Source: an optimization exercise on an open RTL-to-GDS flow (aim: small area, a short achievable clock period and few clock cycles). Production flows keep margins and buffers that such runs may drop.
Function was checked by simulation only, so behaviour that the tests miss may differ from the original.
Power figures rest on the tool's default switching activity, not on a simulated workload.

Design mctp_tx, start of the top module:
module mctp_tx (
    input  wire        clk,
    input  wire        rst,           
    input  wire        start_valid,
    output wire        start_ready,
    input  wire [12:0] cfg_len,       
    input  wire [7:0]  cfg_mtu,       
    input  wire [31:0] cfg_addr,      
    input  wire        cfg_to,        
    input  wire        cfg_pec_xor,   
    input  wire        cfg_mic,       
    input  wire        in_valid,
    output wire        in_ready,
    input  wire [7:0]  in_data,
    output reg         out_valid,
    input  wire        out_ready,
    output reg  [7:0]  out_data,
    output reg         out_sop,       
    output reg         out_eop        
);
export LEC_CHECK = 0
export CAP_MARGIN = 20
export CORE_MARGIN = 2
export CORE_UTILIZATION = 40
export CTS_BUF_LIST = sky130_fd_sc_hd__clkbuf_8
export CTS_CLUSTER_SIZE = 30
export SETUP_SLACK_MARGIN = 2.8
export SLEW_MARGIN = 20
export SYNTH_HIERARCHICAL = 1
export TNS_END_PERCENT = 10
create_clock -name core_clock -period 5.0 [get_ports {clk}]
standard.sh (not shown) runs the stock make flow with config.mk's settings and CLKGATE_MAP_FILE= SYNTH_SCRIPT=/design/flow/synth_recipe.tcl, a recipe that flattens the netlist after the stock synthesis.
==> flow/flow/run.sh <==
#!/bin/bash
# The standard layout (standard.sh: the standard flow's synthesis and ORFS flow), with the
# port buffers made of sky130_fd_sc_hd__buf_1 cells instead of the default
# delay-buffer cells, and clock tree synthesis without dummy loads.
# make's full output goes to flow_make.log.
set -euo pipefail
export BUFFER_PORTS_ARGS="-buffer_cell sky130_fd_sc_hd__buf_1"
export CTS_ARGS="-sink_clustering_enable -repair_clock_nets -dont_use_dummy_load -buf_list sky130_fd_sc_hd__clkbuf_8 -sink_clustering_size 50 -sink_clustering_max_diameter 120"
bash standard.sh > flow_make.log 2>&1
Testbench counts at the start, summed over its fixed seeds: cycles 49,716.
Next try:
--- a/flow/flow/run.sh
+++ b/flow/flow/run.sh
@@ -8 +8 @@
-export CTS_ARGS="-sink_clustering_enable -repair_clock_nets -dont_use_dummy_load -buf_list sky130_fd_sc_hd__clkbuf_8 -sink_clustering_size 50 -sink_clustering_max_diameter 120"
+export CTS_ARGS="-sink_clustering_enable -repair_clock_nets -dont_use_dummy_load -buf_list sky130_fd_sc_hd__clkbuf_8 -sink_clustering_size 30"
--- a/flow/config.mk
+++ b/flow/config.mk
@@ -13 +13 @@
-export SETUP_SLACK_MARGIN = 2.8
+export SETUP_SLACK_MARGIN = 2.7
=> Total power is about the same. Sequential share of layout area increases by 1.0 points. Final cell count falls by 1.7%. Core utilization goes down by 1.3 points. Sequential power hardly moves. Maximum frequency shrinks by 6.4%. Die area stays the same. Via count fell by 2.7%.
Next try:
--- a/flow/config.mk
+++ b/flow/config.mk
@@ -13 +13 @@
-export SETUP_SLACK_MARGIN = 2.7
+export SETUP_SLACK_MARGIN = 2.8
Design area is higher by 2.9%.
Maximum frequency goes up by 6.9%.
Total power is about the same.
Global-route usage climbs by 0.63 points.
First-iteration DRC count goes down by 15%.

Another version of the RTL of mctp_tx (not shown whole).
For scale: about 150 flip-flops.
export LEC_CHECK = 0
export CAP_MARGIN = 20
export CORE_MARGIN = 2
export CORE_UTILIZATION = 40
export CTS_BUF_LIST = sky130_fd_sc_hd__clkbuf_8
export CTS_CLUSTER_SIZE = 30
export SETUP_SLACK_MARGIN = 2.8
export SLEW_MARGIN = 20
export SYNTH_HIERARCHICAL = 1
export TNS_END_PERCENT = 10
create_clock -name core_clock -period 5.0 [get_ports {clk}]
==> flow/flow/run.sh <==
#!/bin/bash
# The standard layout (standard.sh: the standard flow's synthesis and ORFS flow), with the
# port buffers made of sky130_fd_sc_hd__buf_1 cells instead of the default
# delay-buffer cells, and clock tree synthesis without dummy loads.
# make's full output goes to flow_make.log.
set -euo pipefail
export BUFFER_PORTS_ARGS="-buffer_cell sky130_fd_sc_hd__buf_1"
export CTS_ARGS="-sink_clustering_enable -repair_clock_nets -dont_use_dummy_load -buf_list sky130_fd_sc_hd__clkbuf_8 -sink_clustering_size 30"
bash standard.sh > flow_make.log 2>&1
The baseline ran to the end with no violations.
Testbench counts at the start, summed over its fixed seeds: cycles 49,716.
Next try:
==> flow/flow/run.sh (replaced) <==
#!/bin/bash
# The standard layout (standard.sh: the standard flow's synthesis and ORFS flow), with the
# port buffers made of sky130_fd_sc_hd__buf_2 cells instead of the default
# delay-buffer cells. make's full output goes to flow_make.log.
set -euo pipefail
export BUFFER_PORTS_ARGS="-buffer_cell sky130_fd_sc_hd__buf_2"
bash standard.sh > flow_make.log 2>&1
Result:
- routed wire length goes down by 2.3%
- die area stays the same
- clock power goes up by 56%

-- static timing again, ports no longer ideal --
In the flow no input, the clock included, has a driving cell. The finished layouts below were timed again as built, in two steps. Step 1 sets driving cells, clkbuf_16 on the clock port and buf_2 on the other inputs (assumed; they add their load-dependent delay and slew). Step 2, shift: input delay + t, output delay - t, t = (earliest + latest rising clock arrival at the registers) / 2. This alone moves slack from input paths to output paths. Three values: ideal, step 1, step 2; two values: the first two.
| run | shift t [ns] | setup WS [ns] | worst setup path after step 2 | latest minus earliest clock arrival (ns) | worst register clock-pin slew, ns |
|---|---|---|---|---|---|
| the first run of note 1 | 0.486 | 2.742 / 2.742 / 2.269 | input to register | 0.038 / 0.038 | 0.10 / 0.10 |
| the second run of note 1 | 0.492 | 2.588 / 2.603 / 2.110 | input to register | 0.027 / 0.027 | 0.09 / 0.09 |
| the third run of note 1 | 0.486 | 2.742 / 2.742 / 2.269 | input to register | 0.038 / 0.038 | 0.10 / 0.10 |
| the first run of note 2 | 0.494 | 2.731 / 2.688 / 2.281 | input to register | 0.032 / 0.033 | 0.09 / 0.09 |
| the second run of note 2 | 0.493 | 2.707 / 2.678 / 2.241 | input to register | 0.013 / 0.013 | 0.09 / 0.09 |
After both steps setup and hold are still met in every run listed. For the second run of note 1, which loses most, drivers alone change the setup slack by +0.015 ns; drivers and shift together by -0.478 ns.
